Source: an optimization exercise on an open RTL-to-GDS flow (aim: small area, a short achievable clock period and few clock cycles). Production flows keep margins and buffers that such runs may drop. Where RTL was checked, it was by simulation tests only, not by an equivalence proof against the original. No functional check of the RTL was part of runs 4 and 5. Power and IR drop assume default switching activity.

$ cat run.sh
#!/bin/bash
# synth_recipe.tcl (not shown) runs the flow's synth.tcl, then flattens the netlist and writes it again
# the make line also repeats each setting of config.mk as NAME=value (left out here)
make -C /OpenROAD-flow-scripts/flow DESIGN_CONFIG=/design/flow/config.mk WORK_HOME=/design/flow/orfs CLKGATE_MAP_FILE= SYNTH_SCRIPT=/design/flow/synth_recipe.tcl finish
$ cat config.mk
export PLATFORM = sky130hd
export DESIGN_NAME = cic_core
export DESIGN_NICKNAME = cic_core
export VERILOG_FILES = /design/flow/design.v
export SDC_FILE = /design/flow/constraint.sdc
export NUM_CORES = 4
export LEC_CHECK = 0
export ABC_CLOCK_PERIOD_IN_PS = 2500
export CAP_MARGIN = 20
export CORE_MARGIN = 2
export CORE_UTILIZATION = 50
export CTS_BUF_LIST = sky130_fd_sc_hd__clkbuf_4 sky130_fd_sc_hd__clkbuf_8
export PLACE_DENSITY = 0.6
export SETUP_SLACK_MARGIN = 4
export SLEW_MARGIN = 20
$ cat constraint.sdc
create_clock -name core_clock -period 7.0 [get_ports {clk}]
set_input_delay 1.4000 -clock core_clock [delete_from_list [all_inputs] [get_ports {clk}]]
set_output_delay 1.4000 -clock core_clock [all_outputs]
set_load 0.01 [all_outputs]
$ cat design.v
module cic_xfer (
    input  wire clk,
    input  wire rst,
    input  wire rdy,        
    input  wire pif_clk,
    output wire fall,       
    output wire rise        
);
    reg lvl;                
    wire taken = rdy & (pif_clk ^ lvl);
    assign fall = taken & lvl;
    assign rise = taken & ~lvl;
    always @(posedge clk) begin
        if (rst)
            lvl <= 1'b1;
        else if (taken)
            lvl <= pif_clk;
    end
endmodule
module cic_core (
    input  wire        clk,
    input  wire        rst,
    input  wire        start,
    input  wire        region_pal,
    input  wire        abort_req,
    input  wire [7:0]  seed,
    input  wire [47:0] checksum,    
    input  wire        pif_clk,
    input  wire        pif_din,
    output wire        drive_low,
    output wire        ready,
    output wire        busy,
    output wire        lockup,
    output reg  [1:0]  outcome
);
    localparam [127:0] TABLE_NTSC = 128'h89E16DC75B8F41B0CED01E31A581A90E;
    localparam [127:0] TABLE_PAL  = 128'hC511891728F321B0A57589171215F40E;
    localparam [1:0] OUT_NONE    = 2'd0;
    localparam [1:0] OUT_ENDED   = 2'd1;
    localparam [1:0] OUT_ABORTED = 2'd2;
    localparam [1:0] OUT_LOCKUP  = 2'd3;
    localparam [3:0] G_IDLE = 4'd0,
                     G_HELLO = 4'd1,    
                     G_SEED  = 4'd2,    
                     G_CK0   = 4'd3,    
                     G_CK    = 4'd4,    
                     G_INIT  = 4'd5,    
                     G_CMD   = 4'd6,    
                     G_CMPC  = 4'd7,    
                     G_CMPB  = 4'd8,    
                     G_V2A   = 4'd9,    
                     G_V2R   = 4'd10,   
                     G_V2Z   = 4'd11,   
                     G_V2T   = 4'd12,   
                     G_ACK   = 4'd13,   
                     G_LOCK  = 4'd14;
    reg  [3:0]   seg;
    reg          busy_r;
    reg          lock_r;
    reg          rdy;
    reg          drv;
    reg          rgn;
    reg  [1:0]   bc;        
    reg  [4:0]   nc;        
    reg  [3:0]   rsh;       
    reg  [3:0]   r1, r2, r3, r4;    
    reg  [3:0]   m1, m2, m3, m4, m5, m6, m7, m8,
                 m9, m10, m11, m12, m13, m14, m15;    
    reg  [119:0] sm;        
    reg  [3:0]   va;        
    reg          vcy;       
    reg  [3:0]   ptr;       
    reg  [1:0]   rnd;
    reg          act;       
    reg  [3:0]   cx;        
    reg  [3:0]   qa2;       
    reg  [3:0]   qa4;       
    reg          qcc;       
    reg  [3:0]   qa6;       
    reg          vb, vc, vd, ve, vf, vg, vh;    
    reg          fall_q;    
    reg          v2s2;      
    wire fall, rise;
    cic_xfer u_xfer (
        .clk     (clk),
        .rst     (rst),
        .rdy     (rdy),
        .pif_clk (pif_clk),
        .fall    (fall),
        .rise    (rise)
    );
    assign ready     = rdy;
    assign drive_low = drv;
    assign busy      = busy_r;
    assign lockup    = lock_r;
    wire [1:0] bsel = ~bc;                  
    reg cmp_bit;
    always @* begin
        case (ptr)
            4'd1:  cmp_bit = m1[0];
            4'd2:  cmp_bit = m2[0];
            4'd3:  cmp_bit = m3[0];
            4'd4:  cmp_bit = m4[0];
            4'd5:  cmp_bit = m5[0];
            4'd6:  cmp_bit = m6[0];
            4'd7:  cmp_bit = m7[0];
            4'd8:  cmp_bit = m8[0];
            4'd9:  cmp_bit = m9[0];
            4'd10: cmp_bit = m10[0];
            4'd11: cmp_bit = m11[0];
            4'd12: cmp_bit = m12[0];
            4'd13: cmp_bit = m13[0];
            4'd14: cmp_bit = m14[0];
            default: cmp_bit = m15[0];
        endcase
    end
    reg ssend;    
    reg sbit;     
    always @* begin
        ssend = 1'b1;
        sbit  = 1'b0;
        case (seg)
            G_HELLO: sbit = bc[0] & (bc[1] | rgn);       
            G_SEED, G_CK: sbit = r4[bsel];
            G_CMPB:  begin ssend = bc[0]; sbit = cmp_bit; end
            G_V2A:   sbit = ~bc[0];                     
            G_V2T:   sbit = sm[bsel];
            G_CK0, G_V2Z, G_ACK: sbit = 1'b0;
            default: ssend = 1'b0;
        endcase
    end
    reg [3:0] ckx;
    always @* begin
        case (nc[3:0])
            4'd0:  ckx = checksum[3:0];
            4'd1:  ckx = checksum[7:4];
            4'd2:  ckx = checksum[11:8];
            4'd3:  ckx = checksum[15:12];
            4'd4:  ckx = checksum[19:16];
            4'd5:  ckx = checksum[23:20];
            4'd6:  ckx = checksum[27:24];
            4'd7:  ckx = checksum[31:28];
            4'd8:  ckx = checksum[35:32];
            4'd9:  ckx = checksum[39:36];
            4'd10: ckx = checksum[43:40];
            default: ckx = checksum[47:44];
        endcase
    end
    wire [3:0] v2_a1 = va ^ {~rsh[0], 3'b000};
    wire [3:0] v2_a2 = v2_a1 + {~v2_a1[1], 2'b00};
    wire [3:0] v2_t  = v2_a2 + rsh;
    wire [3:0] v2_u  = (vcy ? r1 : r1 + 4'd7) + r1;
    wire [4:0] v2_w  = {1'b0, v2_u} + {1'b0, r1} + {4'd0, vcy};
    wire [3:0] v2_out = ~v2_w[3:0];
    wire [3:0] n1  = cx + m1 + 4'd1;
    wire [3:0] n2  = ~(n1 + m2 + 4'd1);
    wire [4:0] s23 = {1'b0, qa2} + {1'b0, m3} + 5'd1;
    wire       cc  = s23[4];
    wire [3:0] n3  = cc ? (qa2 + {m3[2:0], 1'b1}) : s23[3:0];
    wire [3:0] n4  = cc ? (qa2 + {m3[2:0], 1'b1} + m4) : (m3 + m4);
    wire [3:0] a4  = cc ? m4 : n4;
    wire [3:0] n5  = (qcc ? {~qa4[3], qa4[2:0]} : qa4) + ((qcc & qa4[3]) ? 4'd0 : m5);
    wire [3:0] n6  = (qcc ? m5 : {~m5[3], m5[2:0]}) + ((~qcc & m5[3]) ? 4'd0 : m6) + {3'd0, qcc};
    wire [3:0] a6  = qcc ? n6 : m6;
    wire [3:0] n7  = qa6 + m7  + 4'd1;
    wire [3:0] n8  = n7  + m8  + 4'd1;
    wire [3:0] n9  = m8  + m9  + 4'd1;
    wire [3:0] n10 = n9  + m10 + 4'd1;
    wire [3:0] n11 = m10 + m11 + 4'd1;
    wire [3:0] n12 = n11 + m12 + 4'd1;
    wire [3:0] n13 = m12 + m13 + 4'd1;
    wire [3:0] n14 = n13 + m14 + 4'd1;
    wire [3:0] n15 = m14 + m15 + 4'd1;
    wire       rnd_end = vh & ~vg;            
    wire [3:0] ptr_next = rgn ? ptr - 4'd1 : ptr + 4'd1;
    wire       v2s1     = fall_q & (bc == 2'd3) & (seg == G_V2R);
    wire       sm_shift = (fall_q & (bc == 2'd3) & (seg == G_V2T)) | v2s2;
    always @(posedge clk) begin
        v2s2 <= v2s1;
        if (sm_shift)
            sm <= {v2_out, sm[119:4]};
        if (v2s2) begin
            va  <= v2_out;
            vcy <= v2_w[4];
        end else if (seg == G_V2A) begin
            va  <= 4'd5;
            vcy <= 1'b1;
        end else if (seg == G_SEED) begin
            va  <= 4'd15;                    
        end else if (seg == G_CK) begin
            va  <= ckx;
        end
        if (fall)
            rsh <= {rsh[2:0], pif_din};
        fall_q <= fall;
        if (seg == G_HELLO) begin
            r1 <= 4'd15;
            r2 <= 4'd0;
            r3 <= seed[7:4] + seed[3:0] + 4'd1;    
            r4 <= seed[7:4];                       
        end else if (seg == G_CK0) begin
            r1 <= 4'd3;
            r2 <= 4'd5;
            r3 <= 4'd3;
            r4 <= 4'd0;
        end else if (fall_q && bc == 2'd3 && (seg == G_SEED || seg == G_CK)) begin
            r1 <= r1 + 4'd1 + va;
            r2 <= r2 + 4'd1 + r1;
            r3 <= r3 + 4'd1 + r2;
            r4 <= r4 + 4'd1 + r3;
        end else if (v2s1) begin
            r1 <= v2_t;
        end
        if (seg == G_INIT && !nc[0]) begin
            m1  <= rgn ? TABLE_PAL[4*17 +: 4] : TABLE_NTSC[4*17 +: 4];
            m2  <= rgn ? TABLE_PAL[4*18 +: 4] : TABLE_NTSC[4*18 +: 4];
            m3  <= rgn ? TABLE_PAL[4*19 +: 4] : TABLE_NTSC[4*19 +: 4];
            m4  <= rgn ? TABLE_PAL[4*20 +: 4] : TABLE_NTSC[4*20 +: 4];
            m5  <= rgn ? TABLE_PAL[4*21 +: 4] : TABLE_NTSC[4*21 +: 4];
            m6  <= rgn ? TABLE_PAL[4*22 +: 4] : TABLE_NTSC[4*22 +: 4];
            m7  <= rgn ? TABLE_PAL[4*23 +: 4] : TABLE_NTSC[4*23 +: 4];
            m8  <= rgn ? TABLE_PAL[4*24 +: 4] : TABLE_NTSC[4*24 +: 4];
            m9  <= rgn ? TABLE_PAL[4*25 +: 4] : TABLE_NTSC[4*25 +: 4];
            m10 <= rgn ? TABLE_PAL[4*26 +: 4] : TABLE_NTSC[4*26 +: 4];
            m11 <= rgn ? TABLE_PAL[4*27 +: 4] : TABLE_NTSC[4*27 +: 4];
            m12 <= rgn ? TABLE_PAL[4*28 +: 4] : TABLE_NTSC[4*28 +: 4];
            m13 <= rgn ? TABLE_PAL[4*29 +: 4] : TABLE_NTSC[4*29 +: 4];
            m14 <= rgn ? TABLE_PAL[4*30 +: 4] : TABLE_NTSC[4*30 +: 4];
            m15 <= rgn ? TABLE_PAL[4*31 +: 4] : TABLE_NTSC[4*31 +: 4];
        end else if (fall_q && seg == G_INIT && nc[0] && bc == 2'd3) begin
            m1 <= rsh;                           
        end else if (seg == G_CMPC) begin
            if (act) begin m1  <= n1;  m2  <= n2;  end
            if (vb)  begin m3  <= n3;  m4  <= n4;  end
            if (vc)  begin m5  <= n5;  m6  <= n6;  end
            if (vd)  begin m7  <= n7;  m8  <= n8;  end
            if (ve)  begin m9  <= n9;  m10 <= n10; end
            if (vf)  begin m11 <= n11; m12 <= n12; end
            if (vg)  begin m13 <= n13; m14 <= n14; end
            if (vh)  m15 <= n15;
        end
        if (seg == G_CMPC) begin
            if (act) begin
                qa2 <= m2;
                cx  <= cx - 4'd1;
            end else if (rnd_end) begin
                cx  <= n15;                      
            end
            if (vb) begin
                qa4 <= a4;
                qcc <= cc;
            end
            if (vc)
                qa6 <= a6;
            if (rnd_end)
                ptr <= (m7 == 4'd0) ? 4'd1 : m7;
        end else if (rise && seg == G_CMPB && bc[0]) begin
            ptr <= ptr_next;
        end else begin
            cx  <= m15;                          
        end
    end
    always @(posedge clk) begin
        if (rst) begin
            seg     <= G_IDLE;
            busy_r  <= 1'b0;
            lock_r  <= 1'b0;
            rdy     <= 1'b0;
            drv     <= 1'b0;
            outcome <= OUT_NONE;
            act     <= 1'b0;
            vb      <= 1'b0;
            vc      <= 1'b0;
            vd      <= 1'b0;
            ve      <= 1'b0;
            vf      <= 1'b0;
            vg      <= 1'b0;
            vh      <= 1'b0;
        end else begin
            if (seg == G_CMPC) begin
                if (act)
                    act <= (cx != 4'd0);
                vb <= act;
                vc <= vb;
                vd <= vc;
                ve <= vd;
                vf <= ve;
                vg <= vf;
                vh <= vg;
                if (rnd_end) begin
                    rnd <= rnd + 2'd1;
                    if (rnd == 2'd2) begin
                        seg <= G_CMPB;
                        bc  <= 2'd0;
                        rdy <= 1'b1;
                    end else begin
                        act <= 1'b1;
                    end
                end
            end
            if (fall)
                drv <= ssend & ~sbit;
            if (seg == G_IDLE) begin
                if (start) begin
                    seg     <= G_HELLO;
                    busy_r  <= 1'b1;
                    rdy     <= 1'b1;
                    rgn     <= region_pal;
                    outcome <= OUT_NONE;
                    bc      <= 2'd0;
                    nc      <= 5'd0;
                end
            end else if (rise) begin
                drv <= 1'b0;
                bc  <= bc + 2'd1;
                case (seg)
                    G_HELLO: if (bc == 2'd3) seg <= G_SEED;
                    G_SEED: if (bc == 2'd3) begin
                        nc <= nc + 5'd1;
                        if (nc[3:0] == 4'd15) begin
                            seg <= G_CK0;
                            nc  <= 5'd0;
                        end
                    end
                    G_CK0: begin
                        seg <= G_CK;
                        bc  <= 2'd0;
                    end
                    G_CK: if (bc == 2'd3) begin
                        nc <= nc + 5'd1;
                        if (nc[3:0] == 4'd15) begin
                            seg <= G_INIT;
                            nc  <= 5'd0;
                        end
                    end
                    G_INIT: if (bc == 2'd3) begin
                        nc <= nc + 5'd1;
                        if (nc[0]) begin
                            if (abort_req) begin
                                seg     <= G_IDLE;
                                busy_r  <= 1'b0;
                                rdy     <= 1'b0;
                                outcome <= OUT_ABORTED;
                            end else begin
                                seg <= G_CMD;
                            end
                        end
                    end
                    G_CMD: if (bc[0]) begin
                        bc <= 2'd0;
                        nc <= 5'd0;
                        case (rsh[1:0])
                            2'b00: begin
                                seg    <= G_CMPC;
                                rdy    <= 1'b0;
                                rnd    <= 2'd0;
                                act    <= 1'b1;
                            end
                            2'b10: seg <= G_V2A;
                            2'b11: seg <= G_ACK;
                            default: begin
                                seg     <= G_LOCK;
                                lock_r  <= 1'b1;
                                rdy     <= 1'b0;
                                outcome <= OUT_LOCKUP;
                            end
                        endcase
                    end
                    G_CMPB: if (bc[0] && ptr_next == 4'd0) begin
                        bc <= 2'd0;
                        if (abort_req) begin
                            seg     <= G_IDLE;
                            busy_r  <= 1'b0;
                            rdy     <= 1'b0;
                            outcome <= OUT_ABORTED;
                        end else begin
                            seg <= G_CMD;
                        end
                    end
                    G_V2A: if (bc == 2'd3) begin
                        nc <= nc + 5'd1;
                        if (nc[0]) begin
                            seg <= G_V2R;
                            nc  <= 5'd0;
                        end
                    end
                    G_V2R: if (bc == 2'd3) begin
                        nc <= nc + 5'd1;
                        if (nc == 5'd29) begin
                            seg <= G_V2Z;
                            nc  <= 5'd0;
                        end
                    end
                    G_V2Z: begin
                        seg <= G_V2T;
                        bc  <= 2'd0;
                    end
                    G_V2T: if (bc == 2'd3) begin
                        nc <= nc + 5'd1;
                        if (nc == 5'd29) begin
                            if (abort_req) begin
                                seg     <= G_IDLE;
                                busy_r  <= 1'b0;
                                rdy     <= 1'b0;
                                outcome <= OUT_ABORTED;
                            end else begin
                                seg <= G_CMD;
                            end
                        end
                    end
                    G_ACK: begin
                        seg     <= G_IDLE;
                        busy_r  <= 1'b0;
                        rdy     <= 1'b0;
                        outcome <= OUT_ENDED;
                    end
                    default: ;
                endcase
            end
        end
    end
endmodule
==> impl_summary.txt, run 1 <==
----------------------------------------------------
[Hold path]
  Type of the worst min-delay path ... register to register

[Placed design]
  Port-buffer cells ... 68
  Routability Congestion ... roughly 0.91
  Detailed placer's ending HPWL ... 20,800 um
  Dpl cell area ... 14,600 um2

[Clocking]
  Number of levels in the clock H-tree ... 2
  Clock-pin slew reported for the worst setup and hold paths after clock tree synthesis ... 0.06 ns
  Clock latency reported for the late side of the worst-skew pair ... 0.57 ns
  Bufs on Longest Clock Path ... 3
  Number of buffers created by CTS ... 45
  Clock Tree Root ... clkbuf_8
  Clock net sink count ... 257
  CTS tree ... done

[Cells and area]
  Flip-flop count of the largest register after layout ... 120
  Register containing the most flip-flops in the final layout ... sm
  Largest registers in the final layout ... sm (120), nc (5)
  Post-route cell area ... 15,800 um2
  Area growth syn-to-layout ... 16.2%
  Antenna diode instance count ... 0
  Share of final-layout standard cells stronger than drive strength 1 ... 12.0%
  Filler instances ... 2,237
  Final-stage net count ... 1,440

[Global route]
  Global-route wire length before repair ... 48,500 um
  Routing usage on met3 ... 4.16%
  Via count of the first global-routing pass ... ~9,200
  Met1 usage ... 29.2%
  Largest net degree at the start of global routing ... 68
  Initial antenna violation count ... 0
  Global Route Usage Sum ... around 22%
  Most Used Layer, Global Route ... met2
  Routing usage on met2 ... 35.0%
  Grt total ovfl ... 0

[Critical path]
  Slowest library cell on the worst path ... fa_1
  Kind of capture point of the worst setup path ... register
  CP Max Fanout ... 7
  Cells traversed along the worst timing path ... inv_2 -> ha_4 -> inv_2 -> fa_2 -> a21o_1 -> a21oi_4 -> buf_6 -> nor2_1 -> a21oi_1 -> ha_2 -> fa_1 -> or2_2
  CP top delay family ... adder cells
  Crit path largest cell delay ... 0.42 ns
  Number of buffers and inverters on the critical path ... 3
  Kind of launch point of the worst setup path ... register
  Type of the worst setup path ... register to register
  Crit-path most repeated cell ... inv_2
  Arr. time, crit path ... roughly 3.3 ns
  Required arrival time at the worst endpoint ... approximately 7.3 ns

[Routing]
  Mean number of vias per cell ... 5.64
  DRC Markers ... 0
  Final antenna-violating net count ... 0
  Count of TritonRoute iterations in the first routing pass ... 6
  Vias post-DR ... 9,254
  Starting DRC count in detailed routing ... 897
  Average detailed-routed wire length per instance ... 18.6 um
  Total Routed Length ... 30,500 um

[Run]
  Max-Cap Viols ... 0

[Die]
  Starting Density ... 50.6%
  Number of rows created at floorplan ... 60
  Floorplan die height ... around 170 um
  Horiz. Die Dim ... between 150 and 200 um
  Num ports ... 69
  Full die area ... 28,400 um2
  Total core area ... 26,800 um2

[Logic synthesis]
  Synthesized Nets ... 1,352
  Yosys warning total ... 2
  Number of enable-type register cells in the synthesized netlist ... 212
  Cell type with the largest total area after synthesis ... edfxtp_1
  Top-area cell type share of the netlist area ... 47.0%
  Gate count of the mapped netlist ... 1,174
  Flip-flop cell with the highest count after synthesis ... edfxtp_1
  Mean cell area of the mapped netlist ... 11.5 um2
  Sequential fraction of the synthesis area ... 53.6%
  Number of library cell types mapped by synthesis ... 78
  Cell types occupying the most area after synthesis ... edfxtp_1, ha_1, dfxtp_1, fa_1, a21oi_1
  Netlist area before placement ... 13,600 um2
  Synthesis-stage register bit count ... 257
  Async set-or-reset flop fraction in the synthesized netlist ... 0%

[STA]
  Slew headroom ... 42.2%
  Transition at the pin with the smallest max-transition slack ... between 0.8 and 0.9 ns
  Post-route fraction of the period consumed by the critical path ... a little over two fifths
  Number of max-slew violations in the final report ... 0
  Sum Neg Setup Slack ... 0 ns
  Final Hold Viols ... 0
  Setup skew after layout ... 0.0139 ns
  Max Clock Freq ... around 330 MHz
  Count of final setup violators ... 0
  Shortest clock period the worst path allows after layout ... 3.01 ns
  Setup repair after global routing missed its margin ... true

[Status]
  Status ... complete, no violations

[Power and ir drop]
  PnR Total Power ... approximately 3.4 mW
  P_leak ... around 6 nW
  Largest voltage drop on the vdd net ... 0.174 mV
  Power density cells ... about 220 nW/um2

----------------------------------------------------
kinds of logic after synthesis:
| logic type | count (synthesis) | share of synthesized area, % |
|---|---|---|
| AND/OR/NAND/NOR | 301 | 10.7 |
| AO/OA/AOI/OAI | 269 | 12.8 |
| flip-flops | 257 | 53.6 |
| buffers and inverters | 137 | 4.02 |
| adder cells (fa/ha/maj) | 115 | 12.0 |
| XOR/XNOR | 75 | 5.15 |
| multiplexers | 20 | 1.73 |
worst reg2reg max path, cell delays in order, from the launching register on:
cell      delay, ns
edfxtp_1       0.40
inv_2          0.11
ha_4           0.13
inv_2          0.04
fa_2           0.39
a21o_1         0.22
a21oi_4        0.19
buf_6          0.16
nor2_1         0.06
a21oi_1        0.13
ha_2           0.21
fa_1           0.42
or2_2          0.30
worst paths after layout:
| path | startpoint | to | slack, ns | depth (start not counted) |
|---|---|---|---|---|
| min | sm[5] | sm[1] | 0.41 | 0 |
| min reg2reg | sm[5] | sm[1] | 0.41 | 0 |
| max | m3[0] | m4[1] | 3.99 | 12 |
| max reg2reg | m3[0] | m4[1] | 3.99 | 12 |
layout by cell type (no fill, tap or decap), types with 5 or more instances in the layout:
cell type,count
xnor2_1,44
buf_4,19
xor2_1,27
a21oi_1,92
mux2i_1,10
nand2b_1,11
nor2b_1,20
o21ai_0,54
a211oi_1,10
nand3_1,15
a31oi_1,8
nor2_1,65
dfxtp_1,42
nor3_1,19
o211ai_1,12
mux2_2,6
and3_1,5
edfxtp_1,212
ha_1,85
clkdlybuf4s50_1,68
inv_1,82
a22oi_1,7
clkinv_2,7
a222oi_1,8
nand2_1,120
a21o_1,20
fa_1,24
nand3b_1,7
a221oi_1,10
o22ai_1,6
clkbuf_4,16
clkbuf_8,53
through the flow:
step | worst slack (ns) | hold WS (ns) | cells | utilization (%)
floorplan | 3.88 | 0.400 | 1174 | -
global placement | 3.35 | 0.401 | 1545 | 54.4
detailed placement | 3.34 | 0.405 | 1545 | 54.4
CTS | 4.01 | 0.411 | 1636 | 58.4
global route | 3.85 | 0.419 | 1640 | 58.8
finish | 3.99 | 0.408 | 1640 | 58.8
cell type report:
type | count | area (um2) | share of cell area, %
clock buffer | 68 | 836 | 5.30
clock inverter | 16 | 150 | 0.953
inverter | 87 | 332 | 2.10
multi-input combinational | 781 | 5880 | 37.3
sequential | 257 | 7280 | 46.2
tap | 341 | 427 | 2.71
timing repair buffer | 90 | 860 | 5.45
layer usage:
metal | part of all wire (%) | up-vias
met2 | 46 | 267
met1 | 46 | 4465
met5 | 0 | -
met3 | 5.5 | 65
li1 | - | 4457
met4 | 2.8 | 0
timing repair:
action | in CTS | in global routing
gates cloned | 1 | 0
hold buffers | 0 | 0
pin swaps | 2 | 10
endpoints found under the setup margin | 76 | 69
buffers inserted | 6 | 4
gates resized for setup | 11 | 22
report_power, final:
part / switching (mW) / total, mW / internal (mW)
clock: 0.633 / 1.48 / 0.849
sequential: 0.0241 / 1.69 / 1.66
combinational: 0.124 / 0.248 / 0.124
total: 0.782 / 3.42 / 2.64
cells in the mapped netlist, drive strengths merged, types with 14 or more instances:
cell    instances
a21o           20
a21oi          95
buf            14
clkbuf         36
dfxtp          45
edfxtp        212
fa             25
ha             90
inv            86
nand2         123
nand3          16
nor2           66
nor2b          20
nor3           19
o21ai          56
xnor2          45
xor2           27
Testbench counts, summed over its fixed seeds: cycles 47,364.
==> run 2, diff against run 1 <==
--- a/config.mk
+++ b/config.mk
@@ -8,8 +8,7 @@
 export ABC_CLOCK_PERIOD_IN_PS = 2500
 export CAP_MARGIN = 20
 export CORE_MARGIN = 2
-export CORE_UTILIZATION = 50
-export CTS_BUF_LIST = sky130_fd_sc_hd__clkbuf_4 sky130_fd_sc_hd__clkbuf_8
-export PLACE_DENSITY = 0.6
-export SETUP_SLACK_MARGIN = 4
+export CORE_UTILIZATION = 30
+export PLACE_DENSITY = 0.5
+export SETUP_SLACK_MARGIN = 4.5
 export SLEW_MARGIN = 20
==> impl_summary.txt, run 2 <==
----------------------------------------------------
[Routing]
  Average detailed-routed wire length per instance ... 17.1 um (was 18.6 um)
  Mean number of vias per cell ... 4.93 (was 5.64)
  DRC Markers ... 0 (unchanged)
  Count of TritonRoute iterations in the first routing pass ... 5 (was 6)
  Final antenna-violating net count ... 0 (unchanged)
  Vias post-DR ... 9,481 (was 9,254)
  Total Routed Length ... 32,900 um (was 30,500 um)
  Starting DRC count in detailed routing ... 625 (was 897)

[Logic synthesis]
  Cell type with the largest total area after synthesis ... edfxtp_1 (unchanged)
  Top cells by count, synth ... edfxtp_1, nand2_1, a21oi_1 (unchanged)
  Sequential fraction of the synthesis area ... 53.6% (unchanged)
  Flip-flop cell with the highest count after synthesis ... edfxtp_1 (unchanged)
  Synthesis-stage register bit count ... 257 (unchanged)
  Mean cell area of the mapped netlist ... 11.5 um2 (unchanged)
  Gate count of the mapped netlist ... 1,174 (unchanged)
  Cell with the most instances after synthesis ... edfxtp_1 (unchanged)
  Netlist area before placement ... 13,600 um2 (unchanged)
  Async set-or-reset flop fraction in the synthesized netlist ... 0% (unchanged)
  Synthesized Nets ... 1,352 (unchanged)
  Top-area cell type share of the netlist area ... 47.0% (unchanged)
  Yosys warning total ... 2 (unchanged)
  Number of library cell types mapped by synthesis ... 78 (unchanged)
  Number of enable-type register cells in the synthesized netlist ... 212 (unchanged)
  Cell types occupying the most area after synthesis ... edfxtp_1, ha_1, dfxtp_1, fa_1, a21oi_1 (unchanged)

[Critical path]
  Number of buffers and inverters on the critical path ... 4 (was 3)
  Arr. time, crit path ... 3.12 ns (was 3.32 ns)
  Crit path largest cell delay ... 0.40 ns (was 0.42 ns)
  Slowest library cell on the worst path ... edfxtp_1 (was fa_1)
  Kind of capture point of the worst setup path ... register (unchanged)
  Kind of launch point of the worst setup path ... register (unchanged)
  CP Max Fanout ... 6 (was 7)
  Cells traversed along the worst timing path ... inv_2 -> ha_4 -> inv_2 -> fa_2 -> a21o_1 -> a21oi_4 -> buf_6 -> buf_6 -> a21oi_2 -> ha_1 -> a21oi_2 -> xnor2_2 -> xor2_1 -> a21oi_1 (was inv_2 -> ha_4 -> inv_2 -> fa_2 -> a21o_1 -> a21oi_4 -> buf_6 -> nor2_1 -> a21oi_1 -> ha_2 -> fa_1 -> or2_2)
  Type of the worst setup path ... register to register (unchanged)
  CP top delay family ... adder cells (unchanged)
  Timing startpoint of the critical path ... qa2[0] (was m3[0])
  Startpoint of the worst register-to-register path ... qa2[0] (was m3[0])
  Required arrival time at the worst endpoint ... 7.31 ns (about the same)

[Die]
  Floorplan die height ... 217 um (was 169 um)
  Full die area ... 46,900 um2 (was 28,400 um2)
  Num ports ... 69 (unchanged)
  Starting Density ... 30.5% (was 50.6%)
  Horiz. Die Dim ... 217 um (was 169 um)
  Number of rows created at floorplan ... 77 (was 60)
  Total core area ... 44,400 um2 (was 26,800 um2)

[Placed design]
  Detailed placer's ending HPWL ... 21,500 um (was 20,800 um)
  Port-buffer cells ... 68 (unchanged)
  Pre-CTS WS ... 3.40 ns (was 3.34 ns)
  Number of cells in the design after placement ... 1,795 (was 1,545)
  Dpl cell area ... 15,000 um2 (was 14,600 um2)
  Routability Congestion ... 0.848 (was 0.906)

[STA]
  Final Hold Viols ... 0 (unchanged)
  Worst hold slack across all endpoints ... 0.417 ns (was 0.408 ns)
  Shortest clock period the worst path allows after layout ... 2.81 ns (was 3.01 ns)
  Number of max-slew violations in the final report ... 0 (unchanged)
  Count of final setup violators ... 0 (unchanged)
  Final worst setup slack ... 4.19 ns (was 3.99 ns)
  Sum Neg Setup Slack ... 0 ns (unchanged)
  Max Clock Freq ... 356 MHz (was 332 MHz)
  Setup skew after layout ... 0.0103 ns (was 0.0139 ns)
  Post-route fraction of the period consumed by the critical path ... 40.2% (was 43.1%)
  Slew headroom ... 50.5% (was 42.2%)
  Transition at the pin with the smallest max-transition slack ... 0.736 ns (was 0.861 ns)
  Setup repair after global routing missed its margin ... true (unchanged)

[Power and ir drop]
  Sw Ratio ... 22.8% (was 22.9%)
  Int Pwr ... 2.72 mW (was 2.64 mW)
  Fraction of power consumed by sequential logic ... 47.8% (was 49.4%)
  Largest voltage drop on the vdd net ... 0.199 mV (was 0.174 mV)
  Comb power frac ... 7.8% (was 7.3%)
  Power density cells ... 207 nW/um2 (was 217 nW/um2)
  P_leak ... 6.41 nW (was 6.02 nW)
  Sw Pwr ... 0.804 mW (was 0.782 mW)
  Proportion of power drawn by the clock network ... 44.4% (was 43.4%)

[Cells and area]
  Filler instances ... 4,289 (was 2,237)
  Register containing the most flip-flops in the final layout ... sm (unchanged)
  Share of final-layout standard cells stronger than drive strength 1 ... 19.9% (was 12.0%)
  Multi-input gate area in the final layout ... 6250 um2 (was 5880 um2)
  Post-route cell area ... 17,000 um2 (was 15,800 um2)
  Largest registers in the final layout ... sm (120), nc (5) (unchanged)
  Final Instance Count excl. Fillers ... 1,924 (was 1,640)
  FF/Latch Area ... 7300 um2 (was 7280 um2)
  Flip-flop count of the largest register after layout ... 120 (unchanged)
  Antenna diode instance count ... 0 (unchanged)
  Top library cells by usage in the layout, fill and taps aside ... edfxtp_1, nand2_1, a21oi_1 (unchanged)
  Area growth syn-to-layout ... 25.6% (was 16.2%)
  Final-stage net count ... 1,487 (was 1,440)
  Commonest non-fill, non-tap cell in the layout ... edfxtp_1 (unchanged)

[Status]
  Status ... complete, no violations (unchanged)

[Clocking]
  Hold buffers post-CTS ... 0 (unchanged)
  Clock latency reported for the late side of the worst-skew pair ... 0.57 ns (about the same)
  Clock net sink count ... 257 (unchanged)
  CTS tree ... done (unchanged)
  Number of levels in the clock H-tree ... 1 (was 2)
  Number of buffers created by CTS ... 29 (was 45)
  Clock Tree Root ... clkbuf_16 (was clkbuf_8)
  Bufs on Longest Clock Path ... 3 (unchanged)
  Clock-pin slew reported for the worst setup and hold paths after clock tree synthesis ... 0.06 ns (about the same)

[Run]
  Max-Cap Viols ... 0 (unchanged)

[Global route]
  Global Route Usage Sum ... 13.9% (was 21.6%)
  Via count of the first global-routing pass ... 9,423 (was 9,212)
  Grt total ovfl ... 0 (unchanged)
  Initial antenna violation count ... 1 (was 0)
  Global-route wire length before repair ... 51,800 um (was 48,500 um)
  Largest net degree at the start of global routing ... 89 (was 68)

[Hold path]
  Type of the worst min-delay path ... register to register (unchanged)
  Startpoint of the most critical hold path ... sm[44] (was sm[5])

----------------------------------------------------
run 2: worst paths after layout:
kind | depth (start not counted) | slack (ns) | end
hold / removal | 0 | 0.42 | sm[40]
setup / recovery | 14 | 4.19 | m4[3]
setup reg to reg | 14 | 4.19 | m4[3]
hold reg to reg | 0 | 0.42 | sm[40]
run 2: area by class of cell:
cell class / count / area share (%)
Clock inverter: 14 / 0.676
Clock buffer: 40 / 5.18
Tap cell: 592 / 4.35
Timing Repair Buffer: 153 / 8.18
Multi-Input combinational cell: 781 / 36.7
Inverter: 87 / 2.02
Sequential cell: 257 / 42.9
run 2: per-layer routing:
metal | track usage, % | wire, um | vias to the layer above
met5 | 0 | 0 | -
li1 | - | - | 4541
met2 | 22.6 | 15200 | 263
met3 | 2.54 | 1910 | 43
met1 | 18.6 | 15000 | 4634
met4 | 4.61 | 797 | 0
run 2: kinds of logic (layout without fill, tap and decap cells):
logic type	after synthesis	count (layout)	synth area share [%]
simple gates	301	302	10.7
compound gates	269	269	12.8
flops	257	257	53.6
buf+inv	137	294	4.02
fa+ha+maj	115	115	12.0
xor+xnor	75	75	5.15
mux	20	20	1.73
run 2: what timing repair did:
item                                    4_1_cts  5_1_grt
endpoints found under the setup margin      204      180
gates resized for setup                      90       63
cloned                                        1        0
pin swaps                                    32       46
buffers inserted                             43       31
run 2: worst register-to-register path: stages (launching register included):
cell      delay, ns
edfxtp_1       0.40
inv_2          0.10
ha_4           0.13
inv_2          0.04
fa_2           0.33
a21o_1         0.19
a21oi_4        0.15
buf_6          0.16
buf_6          0.11
a21oi_2        0.05
ha_1           0.32
a21oi_2        0.19
xnor2_2        0.15
xor2_1         0.16
a21oi_1        0.08
run 2: power by group through the flow:
stage	Sequential (mW)	Combinational [mW]	Clock (mW)
2_1_floorplan	1.71	0.171	0
3_3_place_gp	1.72	0.246	0
3_5_place_dp	1.72	0.251	0
4_1_cts	1.69	0.268	1.61
5_1_grt	1.69	0.310	1.67
6_report	1.69	0.276	1.57
run 2: metrics by stage:
stage / power (mW) / util [%]
after floorplan: 1.88 / -
after global placement: 1.97 / 33.8
after detailed placement: 1.97 / 33.8
after CTS: 3.57 / 37.2
after global routing: 3.67 / 38.3
final: 3.53 / 38.3
==> run 3, diff against run 2 <==
--- a/config.mk
+++ b/config.mk
@@ -10,5 +10,5 @@
 export CORE_MARGIN = 2
 export CORE_UTILIZATION = 30
 export PLACE_DENSITY = 0.5
-export SETUP_SLACK_MARGIN = 4.5
+export SETUP_SLACK_MARGIN = 4
 export SLEW_MARGIN = 20
==> impl_summary.txt, run 3 <==
----------------------------------------------------
[Critical path]
  Arr. time, crit path ... 3.30 ns (was 3.12 ns)
  Crit-path most repeated cell ... inv_2
  Type of the worst setup path ... register to register (unchanged)
  Count of cells along the worst register-to-register path ... 12 (was 14)
  End point of the critical path ... qa4[1] (was m4[3])
  Startpoint of the worst register-to-register path ... qa2[0] (unchanged)
  R2r setup slk ... 4.01 ns (was 4.19 ns)
  Kind of launch point of the worst setup path ... register (unchanged)
  Cells traversed along the worst timing path ... inv_2 -> ha_4 -> inv_2 -> fa_2 -> a21o_1 -> a21oi_4 -> buf_6 -> nor2_1 -> a21oi_1 -> ha_2 -> fa_1 -> mux2_4 (was inv_2 -> ha_4 -> inv_2 -> fa_2 -> a21o_1 -> a21oi_4 -> buf_6 -> buf_6 -> a21oi_2 -> ha_1 -> a21oi_2 -> xnor2_2 -> xor2_1 -> a21oi_1)
  Slowest library cell on the worst path ... fa_1 (was edfxtp_1)
  Timing startpoint of the critical path ... qa2[0] (unchanged)
  Endpoint of the lowest-slack register-to-register path ... qa4[1] (was m4[3])
  Kind of capture point of the worst setup path ... register (unchanged)
  Crit path largest cell delay ... 0.43 ns (was 0.40 ns)
  CP Max Fanout ... 7 (was 6)
  Required arrival time at the worst endpoint ... 7.31 ns (about the same)

[Status]
  Status ... complete, no violations (unchanged)

[Global route]
  Initial antenna violation count ... 0 (was 1)
  Grt total ovfl ... 0 (unchanged)
  Global Route Usage Sum ... 13.5% (was 13.9%)
  Via count of the first global-routing pass ... 9,248 (was 9,423)
  Largest net degree at the start of global routing ... 71 (was 89)
  Met1 usage ... 18.8% (was 18.6%)
  Global-route wire length before repair ... 50,900 um (was 51,800 um)
  Most Used Layer, Global Route ... met2 (unchanged)
  Routing usage on met3 ... 2.29% (was 2.54%)
  Routing usage on met2 ... 21.3% (was 22.6%)

[Power and ir drop]
  PnR Total Power ... 3.39 mW (was 3.53 mW)
  Comb power frac ... 7.2% (was 7.8%)
  Fraction of power consumed by sequential logic ... 49.8% (was 47.8%)
  Largest voltage drop on the vdd net ... 0.162 mV (was 0.199 mV)
  Power density cells ... 212 nW/um2 (was 207 nW/um2)
  Sw Pwr ... 0.782 mW (was 0.804 mW)
  P_leak ... 5.95 nW (was 6.41 nW)
  Sw Ratio ... 23.1% (was 22.8%)
  Int Pwr ... 2.61 mW (was 2.72 mW)
  Proportion of power drawn by the clock network ... 42.9% (was 44.4%)

[Hold path]
  Type of the worst min-delay path ... register to register (unchanged)

[Cells and area]
  Largest registers in the final layout ... sm (120), nc (5) (unchanged)
  Top library cells by usage in the layout, fill and taps aside ... edfxtp_1, nand2_1, a21oi_1 (unchanged)
  Share of final-layout standard cells stronger than drive strength 1 ... 9.54% (was 19.9%)
  Filler instances ... 4,333 (was 4,289)
  Register containing the most flip-flops in the final layout ... sm (unchanged)
  Commonest non-fill, non-tap cell in the layout ... edfxtp_1 (unchanged)
  Flip-flop count of the largest register after layout ... 120 (unchanged)
  Area growth syn-to-layout ... 18.0% (was 25.6%)
  Final-stage net count ... 1,423 (was 1,487)

[Clocking]
  Clock latency reported for the late side of the worst-skew pair ... 0.57 ns (about the same)
  Bufs on Longest Clock Path ... 3 (unchanged)
  Number of buffers created by CTS ... 29 (unchanged)
  Clock-pin slew reported for the worst setup and hold paths after clock tree synthesis ... 0.06 ns (about the same)
  Number of levels in the clock H-tree ... 1 (unchanged)
  Clock net sink count ... 257 (unchanged)
  Clock Tree Root ... clkbuf_16 (unchanged)
  CTS tree ... done (unchanged)

[Routing]
  Average detailed-routed wire length per instance ... 16.9 um (was 17.1 um)
  Count of TritonRoute iterations in the first routing pass ... 5 (unchanged)
  Mean number of vias per cell ... 4.90 (was 4.93)
  Vias post-DR ... 9,121 (was 9,481)
  Final antenna-violating net count ... 0 (unchanged)
  Total Routed Length ... 31,500 um (was 32,900 um)
  Starting DRC count in detailed routing ... 716 (was 625)
  DRC Markers ... 0 (unchanged)

[Logic synthesis]
  Synthesized Nets ... 1,352 (unchanged)
  Number of library cell types mapped by synthesis ... 78 (unchanged)
  Synthesis-stage register bit count ... 257 (unchanged)
  Cell with the most instances after synthesis ... edfxtp_1 (unchanged)
  Cell type with the largest total area after synthesis ... edfxtp_1 (unchanged)
  Mean cell area of the mapped netlist ... 11.5 um2 (unchanged)
  Top-area cell type share of the netlist area ... 47.0% (unchanged)
  Netlist area before placement ... 13,600 um2 (unchanged)
  Number of enable-type register cells in the synthesized netlist ... 212 (unchanged)
  Yosys warning total ... 2 (unchanged)
  Async set-or-reset flop fraction in the synthesized netlist ... 0% (unchanged)
  Cell types occupying the most area after synthesis ... edfxtp_1, ha_1, dfxtp_1, fa_1, a21oi_1 (unchanged)
  Gate count of the mapped netlist ... 1,174 (unchanged)
  Top cells by count, synth ... edfxtp_1, nand2_1, a21oi_1 (unchanged)
  Flip-flop cell with the highest count after synthesis ... edfxtp_1 (unchanged)
  Sequential fraction of the synthesis area ... 53.6% (unchanged)

[STA]
  Setup skew after layout ... 0.0144 ns (was 0.0103 ns)
  Sum Neg Setup Slack ... 0 ns (unchanged)
  Worst hold slack across all endpoints ... 0.414 ns (was 0.417 ns)
  Slew headroom ... 43.9% (was 50.5%)
  Number of max-slew violations in the final report ... 0 (unchanged)
  Setup repair after global routing missed its margin ... true (unchanged)
  Transition at the pin with the smallest max-transition slack ... 0.839 ns (was 0.736 ns)
  Post-route fraction of the period consumed by the critical path ... 42.7% (was 40.2%)
  Shortest clock period the worst path allows after layout ... 2.99 ns (was 2.81 ns)
  Final Hold Viols ... 0 (unchanged)
  Count of final setup violators ... 0 (unchanged)
  Max Clock Freq ... 335 MHz (was 356 MHz)

[Die]
  Full die area ... 46,900 um2 (unchanged)
  Floorplan die height ... 217 um (unchanged)
  Number of rows created at floorplan ... 77 (unchanged)
  Num ports ... 69 (unchanged)
  Starting Density ... 30.5% (unchanged)
  Horiz. Die Dim ... 217 um (unchanged)
  Total core area ... 44,400 um2 (unchanged)

[Run]
  Max-Cap Viols ... 0 (unchanged)

[Placed design]
  Detailed placer's ending HPWL ... 21,300 um (was 21,500 um)
  Routability Congestion ... 0.847 (was 0.848)
  Port-buffer cells ... 68 (unchanged)

----------------------------------------------------
-- run 3: cell counts after synthesis --
Identical to the previous run, type by type.
-- run 3: kinds of logic after synthesis --
family | share of synthesized area, %
flip-flops | 53.6
adder cells (fa/ha/maj) | 12.0
AND/OR/NAND/NOR | 10.7
AO/OA/AOI/OAI | 12.8
multiplexers | 1.73
XOR/XNOR | 5.15
buffers and inverters | 4.02
-- run 3: what timing repair did --
item	in CTS	in global routing
pin swaps	4	15
resized for setup	16	19
cloned	1	0
hold buffers	0	0
endpoints found under the setup margin	94	83
setup buffers	7	2
-- run 3: power groups by stage --
stage	sequential (mW)	combinational [mW]	clock [mW]
5_1_grt	1.69	0.278	1.55
4_1_cts	1.69	0.248	1.50
3_3_place_gp	1.72	0.242	0
6_report	1.69	0.246	1.45
2_1_floorplan	1.71	0.166	0
3_5_place_dp	1.72	0.245	0
-- run 3: cell type report --
class,instances,area (um2),area share (%)
clock buffer,39,815,5.09
multi-input combinational,781,5880,36.8
timing repair buffer,89,853,5.34
antenna,1,2.50,0.0156
tap,592,741,4.63
inverter,87,332,2.07
clock inverter,15,93.8,0.587
sequential,257,7280,45.5
-- run 3: how the worst min path moves through the flow --
stage | to | cells past startpoint | startpoint
2_1_floorplan | sm[0] | 0 | sm[4]
3_3_place_gp | sm[85] | 0 | sm[89]
3_5_place_dp | sm[30] | 0 | sm[34]
4_1_cts | sm[61] | 0 | sm[65]
5_1_grt | sm[61] | 0 | sm[65]
6_report | sm[37] | 0 | sm[41]
-- run 3: per-stage QoR --
stage / instance area (um2) / std cells / setup slack (ns) / utilization [%]
after floorplan: 13600 / 1174 / 3.88 / -
after global placement: 14900 / 1796 / 3.24 / 33.5
after detailed placement: 14900 / 1796 / 3.15 / 33.5
after CTS: 15900 / 1858 / 4.00 / 35.8
after global routing: 16000 / 1860 / 3.89 / 36.0
final: 16000 / 1861 / 4.01 / 36.0
-- run 3: per-layer routing --
layer  part of all wire (%)  vias to the layer above
li1                       -                     4428
met1                     47                     4404
met2                     45                      234
met3                    5.0                       55
met4                    2.4                        0
met5                      0                        -
-- run 3: worst max-delay path, delay by kind of cell (launching register included) --
kind | cells | cell delay [ns]
simple gates | 1 | 0.05
fa+ha+maj | 4 | 1.17
compound gates | 3 | 0.51
flops | 1 | 0.41
mux | 1 | 0.26
buf+inv | 3 | 0.31
==> run 4, diff against run 3 <==
--- a/design.v
+++ b/design.v
@@ -74,12 +74,13 @@
     reg          act;       
     reg  [3:0]   cx;        
     reg  [3:0]   qa2;       
-    reg  [3:0]   qa4;       
+    reg  [3:0]   qa3;       
     reg          qcc;       
     reg  [3:0]   qa6;       
     reg          vb, vc, vd, ve, vf, vg, vh;    
     reg          fall_q;    
     reg          v2s2;      
+    reg          sm_shift;  
     wire fall, rise;
     cic_xfer u_xfer (
         .clk     (clk),
@@ -157,9 +158,11 @@
     wire [4:0] s23 = {1'b0, qa2} + {1'b0, m3} + 5'd1;
     wire       cc  = s23[4];
     wire [3:0] n3  = cc ? (qa2 + {m3[2:0], 1'b1}) : s23[3:0];
-    wire [3:0] n4  = cc ? (qa2 + {m3[2:0], 1'b1} + m4) : (m3 + m4);
-    wire [3:0] a4  = cc ? m4 : n4;
-    wire [3:0] n5  = (qcc ? {~qa4[3], qa4[2:0]} : qa4) + ((qcc & qa4[3]) ? 4'd0 : m5);
+    wire [3:0] a3  = cc ? n3 : m3;
+    wire [3:0] n4  = qa3 + m4;
+    wire [3:0] n5a = qa3 + m4 + m5;
+    wire [3:0] n5b = {~m4[3], m4[2:0]} + (m4[3] ? 4'd0 : m5);
+    wire [3:0] n5  = qcc ? n5b : n5a;
     wire [3:0] n6  = (qcc ? m5 : {~m5[3], m5[2:0]}) + ((~qcc & m5[3]) ? 4'd0 : m6) + {3'd0, qcc};
     wire [3:0] a6  = qcc ? n6 : m6;
     wire [3:0] n7  = qa6 + m7  + 4'd1;
@@ -174,9 +177,9 @@
     wire       rnd_end = vh & ~vg;            
     wire [3:0] ptr_next = rgn ? ptr - 4'd1 : ptr + 4'd1;
     wire       v2s1     = fall_q & (bc == 2'd3) & (seg == G_V2R);
-    wire       sm_shift = (fall_q & (bc == 2'd3) & (seg == G_V2T)) | v2s2;
     always @(posedge clk) begin
         v2s2 <= v2s1;
+        sm_shift <= (fall & (bc == 2'd3) & (seg == G_V2T)) | v2s1;
         if (sm_shift)
             sm <= {v2_out, sm[119:4]};
         if (v2s2) begin
@@ -231,8 +234,8 @@
             m1 <= rsh;                           
         end else if (seg == G_CMPC) begin
             if (act) begin m1  <= n1;  m2  <= n2;  end
-            if (vb)  begin m3  <= n3;  m4  <= n4;  end
-            if (vc)  begin m5  <= n5;  m6  <= n6;  end
+            if (vb)  m3 <= n3;
+            if (vc)  begin m4  <= n4;  m5  <= n5;  m6  <= n6;  end
             if (vd)  begin m7  <= n7;  m8  <= n8;  end
             if (ve)  begin m9  <= n9;  m10 <= n10; end
             if (vf)  begin m11 <= n11; m12 <= n12; end
@@ -247,7 +250,7 @@
                 cx  <= n15;                      
             end
             if (vb) begin
-                qa4 <= a4;
+                qa3 <= a3;
                 qcc <= cc;
             end
             if (vc)
==> flow/run.sh (new file) <==
#!/bin/bash
# The standard layout, with the port buffers made of buf_2 cells (which
# the resizer may size up) instead of the default delay-buffer cell.
set -euo pipefail
export BUFFER_PORTS_ARGS="-buffer_cell sky130_fd_sc_hd__buf_2"
bash standard.sh > standard_flow.log 2>&1
==> standard.sh (new file) <==
#!/bin/bash
# synth_recipe.tcl (not shown) runs the flow's synth.tcl, then flattens the netlist and writes it again
# the make line also repeats each setting of config.mk as NAME=value (left out here)
make -C /OpenROAD-flow-scripts/flow DESIGN_CONFIG=/design/flow/config.mk WORK_HOME=/design/flow/orfs CLKGATE_MAP_FILE= SYNTH_SCRIPT=/design/flow/synth_recipe.tcl "${@:-finish}"
--- a/config.mk
+++ b/config.mk
@@ -8,7 +8,7 @@
 export ABC_CLOCK_PERIOD_IN_PS = 2500
 export CAP_MARGIN = 20
 export CORE_MARGIN = 2
-export CORE_UTILIZATION = 30
-export PLACE_DENSITY = 0.5
-export SETUP_SLACK_MARGIN = 4
+export CORE_UTILIZATION = 50
+export PLACE_DENSITY = 0.6
+export SETUP_SLACK_MARGIN = 4.5
 export SLEW_MARGIN = 20
removed: run.sh
==> impl_summary.txt, run 4 <==
----------------------------------------------------
[Logic synthesis]
  Gate count of the mapped netlist ... 1,169 (was 1,174)
  Largest family of logic cells by synthesized area ... compound AO/OA/AOI/OAI gates (unchanged)
  Top cells by count, synth ... edfxtp_1, nand2_1, inv_1 (was edfxtp_1, nand2_1, a21oi_1)
  Top-area cell type share of the netlist area ... 47.0% (about the same)
  Share of cell area taken by muxes after synthesis ... 1.70% (was 1.73%)
  Number of enable-type register cells in the synthesized netlist ... 212 (unchanged)
  Basic-gate share of the synthesized area counting and, or, nand and nor cells ... 10.3% (was 10.7%)
  Synthesis-stage register bit count ... 258 (was 257)
  Netlist area before placement ... 13,500 um2 (was 13,600 um2)
  Synthesized-area fraction occupied by ao, oa, aoi and oai cells ... 12.6% (was 12.8%)
  Mean cell area of the mapped netlist ... 11.6 um2 (was 11.5 um2)
  Synthesized Nets ... 1,349 (was 1,352)
  Yosys warning total ... 2 (unchanged)
  Flip-flop cell with the highest count after synthesis ... edfxtp_1 (unchanged)
  Cell with the most instances after synthesis ... edfxtp_1 (unchanged)
  Cell type with the largest total area after synthesis ... edfxtp_1 (unchanged)
  Sequential fraction of the synthesis area ... 53.8% (was 53.6%)
  Cell types occupying the most area after synthesis ... edfxtp_1, ha_1, dfxtp_1, fa_1, a21oi_1 (unchanged)
  Xor and xnor fraction of the mapped netlist area ... 5.22% (was 5.15%)
  Number of library cell types mapped by synthesis ... 74 (was 78)
  Post-synthesis adder-cell area fraction ... 12.2% (was 12.0%)
  Async set-or-reset flop fraction in the synthesized netlist ... 0% (unchanged)

[Critical path]
  Kind of capture point of the worst setup path ... register (unchanged)
  Kind of launch point of the worst setup path ... register (unchanged)
  Timing startpoint of the critical path ... m12[1] (was qa2[0])
  CP Max Fanout ... 4 (was 7)
  Required arrival time at the worst endpoint ... 7.26 ns (was 7.31 ns)
  Arr. time, crit path ... 2.75 ns (was 3.30 ns)
  Startpoint of the worst register-to-register path ... m12[1] (was qa2[0])
  Type of the worst setup path ... register to register (unchanged)

[Routing]
  DRC Markers ... 0 (unchanged)
  Mean number of vias per cell ... 5.62 (was 4.90)
  Count of TritonRoute iterations in the first routing pass ... 5 (unchanged)
  Final antenna-violating net count ... 0 (unchanged)
  Average detailed-routed wire length per instance ... 17.8 um (was 16.9 um)
  Total Routed Length ... 28,900 um (was 31,500 um)
  Starting DRC count in detailed routing ... 645 (was 716)
  Vias post-DR ... 9,132 (was 9,121)

[Die]
  Horiz. Die Dim ... 169 um (was 217 um)
  Floorplan die height ... 169 um (was 217 um)
  Starting Density ... 50.5% (was 30.5%)
  Num ports ... 69 (unchanged)
  Number of rows created at floorplan ... 60 (was 77)
  Full die area ... 28,400 um2 (was 46,900 um2)
  Total core area ... 26,800 um2 (was 44,400 um2)

[Power and ir drop]
  Largest voltage drop on the vdd net ... 0.206 mV (was 0.162 mV)
  Fraction of power consumed by sequential logic ... 49.6% (was 49.8%)
  Sw Ratio ... 22.9% (was 23.1%)
  Power density cells ... 220 nW/um2 (was 212 nW/um2)
  P_leak ... 6.08 nW (was 5.95 nW)
  Comb power frac ... 7.5% (was 7.2%)
  Proportion of power drawn by the clock network ... 42.8% (was 42.9%)
  Sw Pwr ... 0.784 mW (was 0.782 mW)
  Int Pwr ... 2.64 mW (was 2.61 mW)

[Cells and area]
  Top library cells by usage in the layout, fill and taps aside ... edfxtp_1, nand2_1, inv_1 (was edfxtp_1, nand2_1, a21oi_1)
  Final-stage net count ... 1,442 (was 1,423)
  Flip-flop count of the largest register after layout ... 120 (unchanged)
  Filler instances ... 2,231 (was 4,333)
  Multi-input gate area in the final layout ... 5890 um2 (was 5880 um2)
  Register containing the most flip-flops in the final layout ... sm (unchanged)
  FF/Latch Area ... 7310 um2 (was 7280 um2)
  Final Instance Count excl. Fillers ... 1,625 (was 1,861)
  Share of final-layout standard cells stronger than drive strength 1 ... 17.4% (was 9.54%)
  Antenna diode instance count ... 0 (was 1)
  Largest registers in the final layout ... sm (120), nc (5) (unchanged)
  Area growth syn-to-layout ... 14.8% (was 18.0%)
  Commonest non-fill, non-tap cell in the layout ... edfxtp_1 (unchanged)

[Placed design]
  Port-buffer cells ... 68 (unchanged)
  Detailed placer's ending HPWL ... 19,600 um (was 21,300 um)
  Number of cells in the design after placement ... 1,538 (was 1,796)
  Pre-CTS WS ... 4.11 ns (was 3.15 ns)
  Routability Congestion ... 0.904 (was 0.847)

[STA]
  Setup skew after layout ... 0.0134 ns (was 0.0144 ns)
  Final worst setup slack ... 4.51 ns (was 4.01 ns)
  Worst hold slack across all endpoints ... 0.413 ns (was 0.414 ns)
  Max Clock Freq ... 402 MHz (was 335 MHz)
  Slew headroom ... 46.2% (was 43.9%)
  Setup repair after global routing missed its margin ... true (unchanged)
  Final Hold Viols ... 0 (unchanged)
  Shortest clock period the worst path allows after layout ... 2.49 ns (was 2.99 ns)
  Post-route fraction of the period consumed by the critical path ... 35.6% (was 42.7%)
  Sum Neg Setup Slack ... 0 ns (unchanged)
  Count of final setup violators ... 0 (unchanged)
  Transition at the pin with the smallest max-transition slack ... 0.804 ns (was 0.839 ns)
  Number of max-slew violations in the final report ... 0 (unchanged)

[Status]
  Status ... complete, no violations (unchanged)

[Global route]
  Largest net degree at the start of global routing ... 64 (was 71)
  Global-route wire length before repair ... 46,500 um (was 50,900 um)
  Global Route Usage Sum ... 20.3% (was 13.5%)
  Via count of the first global-routing pass ... 8,985 (was 9,248)
  Initial antenna violation count ... 0 (unchanged)
  Grt total ovfl ... 0 (unchanged)

[Clocking]
  Clock Tree Root ... clkbuf_16 (unchanged)
  Number of levels in the clock H-tree ... 1 (unchanged)
  Bufs on Longest Clock Path ... 3 (unchanged)
  Number of buffers created by CTS ... 29 (unchanged)
  Clock net sink count ... 258 (was 257)
  Hold buffers post-CTS ... 0 (unchanged)
  Clock-pin slew reported for the worst setup and hold paths after clock tree synthesis ... 0.06 ns (about the same)
  CTS tree ... done (unchanged)
  Clock latency reported for the late side of the worst-skew pair ... 0.56 ns (was 0.57 ns)

[Hold path]
  Startpoint of the most critical hold path ... sm[61] (was sm[41])
  Type of the worst min-delay path ... register to register (unchanged)

[Run]
  Max-Cap Viols ... 0 (unchanged)

----------------------------------------------------
[run 4: area by class of cell]
type / instances / share of cell area [%]
Clock buffer: 34 / 5.05
Clock inverter: 19 / 0.942
Inverter: 94 / 2.29
Timing Repair Buffer: 107 / 4.07
Multi-Input combinational cell: 772 / 37.9
Sequential cell: 258 / 47.1
Tap cell: 341 / 2.74
[run 4: kinds of logic (layout without fill, tap and decap cells)]
group,Yosys count,in the layout
xor+xnor,76,76
buf+inv,140,254
mux,18,18
compound gates,266,266
flops,258,258
fa+ha+maj,117,117
simple gates,294,295
[run 4: path summary, 6_finish.rpt]
| kind | end | slack [ns] | depth (start not counted) |
|---|---|---|---|
| max | m14[3] | 4.51 | 9 |
| min | sm[57] | 0.41 | 0 |
| max reg2reg | m14[3] | 4.51 | 9 |
| min reg2reg | sm[57] | 0.41 | 0 |
[run 4: timing repair]
action	CTS	global route
resized for setup	22	40
pin swaps	9	23
buffers inserted	15	18
gates cloned	1	0
setup endpoints to repair	90	61
[run 4: metal layers]
metal	share of wire, %	track usage [%]
met1	45	28.0
met2	47	33.8
met3	4.7	2.69
met4	3.0	6.45
met5	0	0
[run 4: worst max-delay path, stage by stage (launching register included)]
cell and delay (ns):
dfxtp_1 0.44, inv_1 0.14, fa_2 0.60, inv_1 0.05, ha_1 0.26, a21o_1 0.19, a21oi_2 0.16, xnor2_1 0.15
xnor2_1 0.14, o21ai_0 0.09
[run 4: stage by stage]
stage | cell area (um2) | power [mW] | util (%)
floorplan | 13600 | 1.90 | -
global placement | 14200 | 1.97 | 52.9
detailed placement | 14200 | 1.97 | 52.9
CTS | 15300 | 3.45 | 57.0
global route | 15500 | 3.55 | 58.0
finish | 15500 | 3.42 | 58.0
[run 4: power groups by stage]
| stage | Clock (mW) | Sequential [mW] | Combinational, mW |
|---|---|---|---|
| 4_1_cts | 1.50 | 1.70 | 0.252 |
| 6_report | 1.46 | 1.70 | 0.258 |
| 2_1_floorplan | 0 | 1.72 | 0.181 |
| 3_5_place_dp | 0 | 1.73 | 0.240 |
| 5_1_grt | 1.56 | 1.70 | 0.290 |
| 3_3_place_gp | 0 | 1.73 | 0.235 |
==> run 5, diff against run 4 <==
--- a/config.mk
+++ b/config.mk
@@ -10,5 +10,5 @@
 export CORE_MARGIN = 2
 export CORE_UTILIZATION = 50
 export PLACE_DENSITY = 0.6
-export SETUP_SLACK_MARGIN = 4.5
+export SETUP_SLACK_MARGIN = 4.2
 export SLEW_MARGIN = 20
==> impl_summary.txt, run 5 <==
----------------------------------------------------
[Placed design]
  Port-buffer cells ... 68 (unchanged)
  Routability Congestion ... 0.865 (was 0.904)
  Dpl cell area ... 14,200 um2 (about the same)
  Detailed placer's ending HPWL ... 19,500 um (was 19,600 um)
  Pre-CTS WS ... 3.83 ns (was 4.11 ns)

[Power and ir drop]
  Fraction of power consumed by sequential logic ... 48.4% (was 49.6%)
  Sw Pwr ... 0.756 mW (was 0.784 mW)
  Largest voltage drop on the vdd net ... 0.165 mV (was 0.206 mV)
  Int Pwr ... 2.76 mW (was 2.64 mW)
  Sw Ratio ... 21.5% (was 22.9%)
  Proportion of power drawn by the clock network ... 44.8% (was 42.8%)
  Power density cells ... 231 nW/um2 (was 220 nW/um2)
  P_leak ... 5.99 nW (was 6.08 nW)
  Comb power frac ... 6.8% (was 7.5%)

[Routing]
  DRC Markers ... 0 (unchanged)
  Total Routed Length ... 28,100 um (was 28,900 um)
  Final antenna-violating net count ... 0 (unchanged)
  Mean number of vias per cell ... 5.60 (was 5.62)
  Vias post-DR ... 8,959 (was 9,132)
  Average detailed-routed wire length per instance ... 17.6 um (was 17.8 um)
  Count of TritonRoute iterations in the first routing pass ... 5 (unchanged)
  Starting DRC count in detailed routing ... 797 (was 645)

[Hold path]
  Hold EP ... sm[89] (was sm[57])
  Number of cells on the worst hold path ... 0 (unchanged)
  Type of the worst min-delay path ... register to register (unchanged)
  Startpoint of the most critical hold path ... sm[93] (was sm[61])

[Status]
  Status ... complete, no violations (unchanged)

[Die]
  Starting Density ... 50.5% (unchanged)
  Total core area ... 26,800 um2 (unchanged)
  Horiz. Die Dim ... 169 um (unchanged)
  Full die area ... 28,400 um2 (unchanged)
  Number of rows created at floorplan ... 60 (unchanged)
  Num ports ... 69 (unchanged)
  Floorplan die height ... 169 um (unchanged)

[STA]
  Setup repair after global routing missed its margin ... true (unchanged)
  Worst hold slack across all endpoints ... 0.414 ns (was 0.413 ns)
  Shortest clock period the worst path allows after layout ... 2.66 ns (was 2.49 ns)
  Number of max-slew violations in the final report ... 0 (unchanged)
  Transition at the pin with the smallest max-transition slack ... 0.825 ns (was 0.804 ns)
  Count of final setup violators ... 0 (unchanged)
  Slew headroom ... 44.8% (was 46.2%)
  Post-route fraction of the period consumed by the critical path ... 38.0% (was 35.6%)
  Max Clock Freq ... 376 MHz (was 402 MHz)
  Final Hold Viols ... 0 (unchanged)
  Sum Neg Setup Slack ... 0 ns (unchanged)
  Setup skew after layout ... 0.0182 ns (was 0.0134 ns)
  Final worst setup slack ... 4.34 ns (was 4.51 ns)

[Clocking]
  Number of levels in the clock H-tree ... 1 (unchanged)
  CTS tree ... done (unchanged)
  Clock latency reported for the late side of the worst-skew pair ... 0.55 ns (was 0.56 ns)
  Clock net sink count ... 258 (unchanged)
  Clock-pin slew reported for the worst setup and hold paths after clock tree synthesis ... 0.06 ns (about the same)
  Clock Tree Root ... clkbuf_16 (unchanged)
  Bufs on Longest Clock Path ... 3 (unchanged)
  Number of buffers created by CTS ... 28 (was 29)

[Logic synthesis]
  Mean cell area of the mapped netlist ... 11.6 um2 (unchanged)
  Flip-flop cell with the highest count after synthesis ... edfxtp_1 (unchanged)
  Cell type with the largest total area after synthesis ... edfxtp_1 (unchanged)
  Top-area cell type share of the netlist area ... 47.0% (unchanged)
  Gate count of the mapped netlist ... 1,169 (unchanged)
  Sequential fraction of the synthesis area ... 53.8% (unchanged)
  Top cells by count, synth ... edfxtp_1, nand2_1, inv_1 (unchanged)
  Number of enable-type register cells in the synthesized netlist ... 212 (unchanged)
  Number of library cell types mapped by synthesis ... 74 (unchanged)
  Yosys warning total ... 2 (unchanged)
  Cell with the most instances after synthesis ... edfxtp_1 (unchanged)
  Netlist area before placement ... 13,500 um2 (unchanged)
  Async set-or-reset flop fraction in the synthesized netlist ... 0% (unchanged)
  Synthesized Nets ... 1,349 (unchanged)
  Cell types occupying the most area after synthesis ... edfxtp_1, ha_1, dfxtp_1, fa_1, a21oi_1 (unchanged)
  Synthesis-stage register bit count ... 258 (unchanged)

[Cells and area]
  Final core utilization ... 57.0% (was 58.0%)
  Commonest non-fill, non-tap cell in the layout ... edfxtp_1 (unchanged)
  Antenna diode instance count ... 0 (unchanged)
  Register containing the most flip-flops in the final layout ... sm (unchanged)
  Final-stage net count ... 1,417 (was 1,442)
  Share of final-layout standard cells stronger than drive strength 1 ... 12.2% (was 17.4%)
  Flip-flop count of the largest register after layout ... 120 (unchanged)
  Top library cells by usage in the layout, fill and taps aside ... edfxtp_1, nand2_1, inv_1 (unchanged)
  Area growth syn-to-layout ... 12.7% (was 14.8%)
  Post-route cell area ... 15,300 um2 (was 15,500 um2)
  Largest registers in the final layout ... sm (120), nc (5) (unchanged)

[Global route]
  Initial antenna violation count ... 0 (unchanged)
  Via count of the first global-routing pass ... 8,743 (was 8,985)
  Grt total ovfl ... 0 (unchanged)
  Largest net degree at the start of global routing ... 93 (was 64)
  Global-route wire length before repair ... 45,900 um (was 46,500 um)
  Global Route Usage Sum ... 20.1% (was 20.3%)

[Critical path]
  Count of cells along the worst register-to-register path ... 6 (was 9)
  Type of the worst setup path ... register to register (unchanged)
  CP top delay family ... simple AND/OR/NAND/NOR gates (was adder cells)
  Arr. time, crit path ... 2.87 ns (was 2.75 ns)
  Slowest library cell on the worst path ... dfxtp_1 (was fa_2)
  Kind of capture point of the worst setup path ... register (unchanged)
  Crit path largest cell delay ... 0.69 ns (was 0.60 ns)
  CP Max Fanout ... 40 (was 4)
  Required arrival time at the worst endpoint ... 7.21 ns (was 7.26 ns)
  Endpoint of the lowest-slack register-to-register path ... m14[2] (was m14[3])
  Kind of launch point of the worst setup path ... register (unchanged)
  Cells traversed along the worst timing path ... buf_4 -> nand2b_1 -> nor2_1 -> nand2_1 -> buf_4 -> nand2_1 (was inv_1 -> fa_2 -> inv_1 -> ha_1 -> a21o_1 -> a21oi_2 -> xnor2_1 -> xnor2_1 -> o21ai_0)
  R2r setup slk ... 4.34 ns (was 4.51 ns)
  Number of buffers and inverters on the critical path ... 2 (unchanged)
  Startpoint of the worst register-to-register path ... seg[0] (was m12[1])

[Run]
  Max-Cap Viols ... 0 (unchanged)

----------------------------------------------------
## run 5: cell counts after synthesis
No cell type changed its count.
## run 5: repair_timing
item	CTS	global route
pin swaps	0	0
hold buffers	0	0
resized for setup	1	9
setup buffers	0	8
endpoints found under the setup margin	13	45
cloned	1	0
## run 5: area by class of cell
class | count | area (um2)
Sequential cell | 258 | 7290
Fill cell | 2309 | 11500
Clock buffer | 34 | 743
Timing Repair Buffer | 83 | 457
Tap cell | 341 | 427
Clock inverter | 17 | 256
Inverter | 94 | 353
Multi-Input combinational cell | 772 | 5740
## run 5: power groups by stage
stage	sequential (mW)	clock [mW]	combinational [mW]
finish	1.70	1.58	0.240
global route	1.70	1.67	0.271
CTS	1.70	1.61	0.238
detailed placement	1.73	0	0.237
global placement	1.73	0	0.234
floorplan	1.72	0	0.180
## run 5: cells by family (layout without fill, tap and decap cells)
| family | after synthesis | in the layout | synth area share [%] |
|---|---|---|---|
| simple gates | 294 | 295 | 10.3 |
| compound gates | 266 | 266 | 12.6 |
| flops | 258 | 258 | 53.8 |
| buf+inv | 140 | 228 | 4.14 |
| fa+ha+maj | 117 | 117 | 12.2 |
| xor+xnor | 76 | 76 | 5.22 |
| mux | 18 | 18 | 1.70 |
## run 5: per-layer routing
layer | vias to the layer above | part of all wire, % | track usage, %
li1 | 4382 | - | -
met3 | 62 | 5.7 | 3.23
met5 | - | 0 | 0
met4 | 0 | 2.6 | 5.77
met2 | 254 | 46 | 32.5
met1 | 4261 | 45 | 28.2
## run 5: worst max path at each step
| stage | slack, ns | cells after the start | end | start |
|---|---|---|---|---|
| CTS | 4.23 | 7 | m1[3] | seg[0] |
| floorplan | 4.24 | 4 | nc[0] | pif_clk |
| global placement | 3.92 | 5 | nc[0] | pif_clk |
| finish | 4.34 | 6 | m14[2] | seg[0] |
| global route | 4.20 | 6 | m10[1] | seg[0] |
| detailed placement | 3.83 | 5 | nc[1] | pif_clk |
## run 5: metrics by stage
stage / std cells / power, mW
floorplan: 1169 / 1.90
global placement: 1539 / 1.97
detailed placement: 1539 / 1.97
CTS: 1591 / 3.55
global route: 1599 / 3.65
finish: 1599 / 3.52

afterwards: timing with drivers on the ports:
In the flow no input, the clock included, has a driving cell. The finished layouts below were timed again as built, in two steps. Step 1, drivers: a clkbuf_16 drives clk and a buf_2 each remaining input, both assumed. Step 2 adds t to the input delays and takes it off the output delays; t is the mean of the earliest and latest rising clock arrival at the registers after step 1. Input paths then give back, and output paths get back, about the clock's delay inside the block. Three values: ideal ports, drivers, drivers and shift; two values: the first two.
run | shift t [ns] | slack for setup (ns) | worst hold slack (ns) | latest minus earliest clock arrival (ns) | worst data-port slew with drivers (ns)
run 1 | 0.605 | 3.986 / 3.986 / 3.591 | 0.408 / 0.408 / 0.408 | 0.014 / 0.014 | 0.05
run 2 | 0.618 | 4.189 / 4.189 / 3.983 | 0.417 / 0.417 / 0.417 | 0.014 / 0.014 | 0.10
run 3 | 0.615 | 4.014 / 4.007 / 3.494 | 0.414 / 0.414 / 0.414 | 0.014 / 0.015 | 0.10
run 4 | 0.595 | 4.510 / 4.492 / 4.117 | 0.413 / 0.413 / 0.413 | 0.015 / 0.015 | 0.04
run 5 | 0.597 | 4.338 / 4.338 / 4.001 | 0.414 / 0.414 / 0.414 | 0.019 / 0.019 | 0.04
After both steps setup and hold are still met in every run listed. For run 3, which loses most, drivers alone change the setup slack by -0.007 ns; drivers and shift together by -0.520 ns.
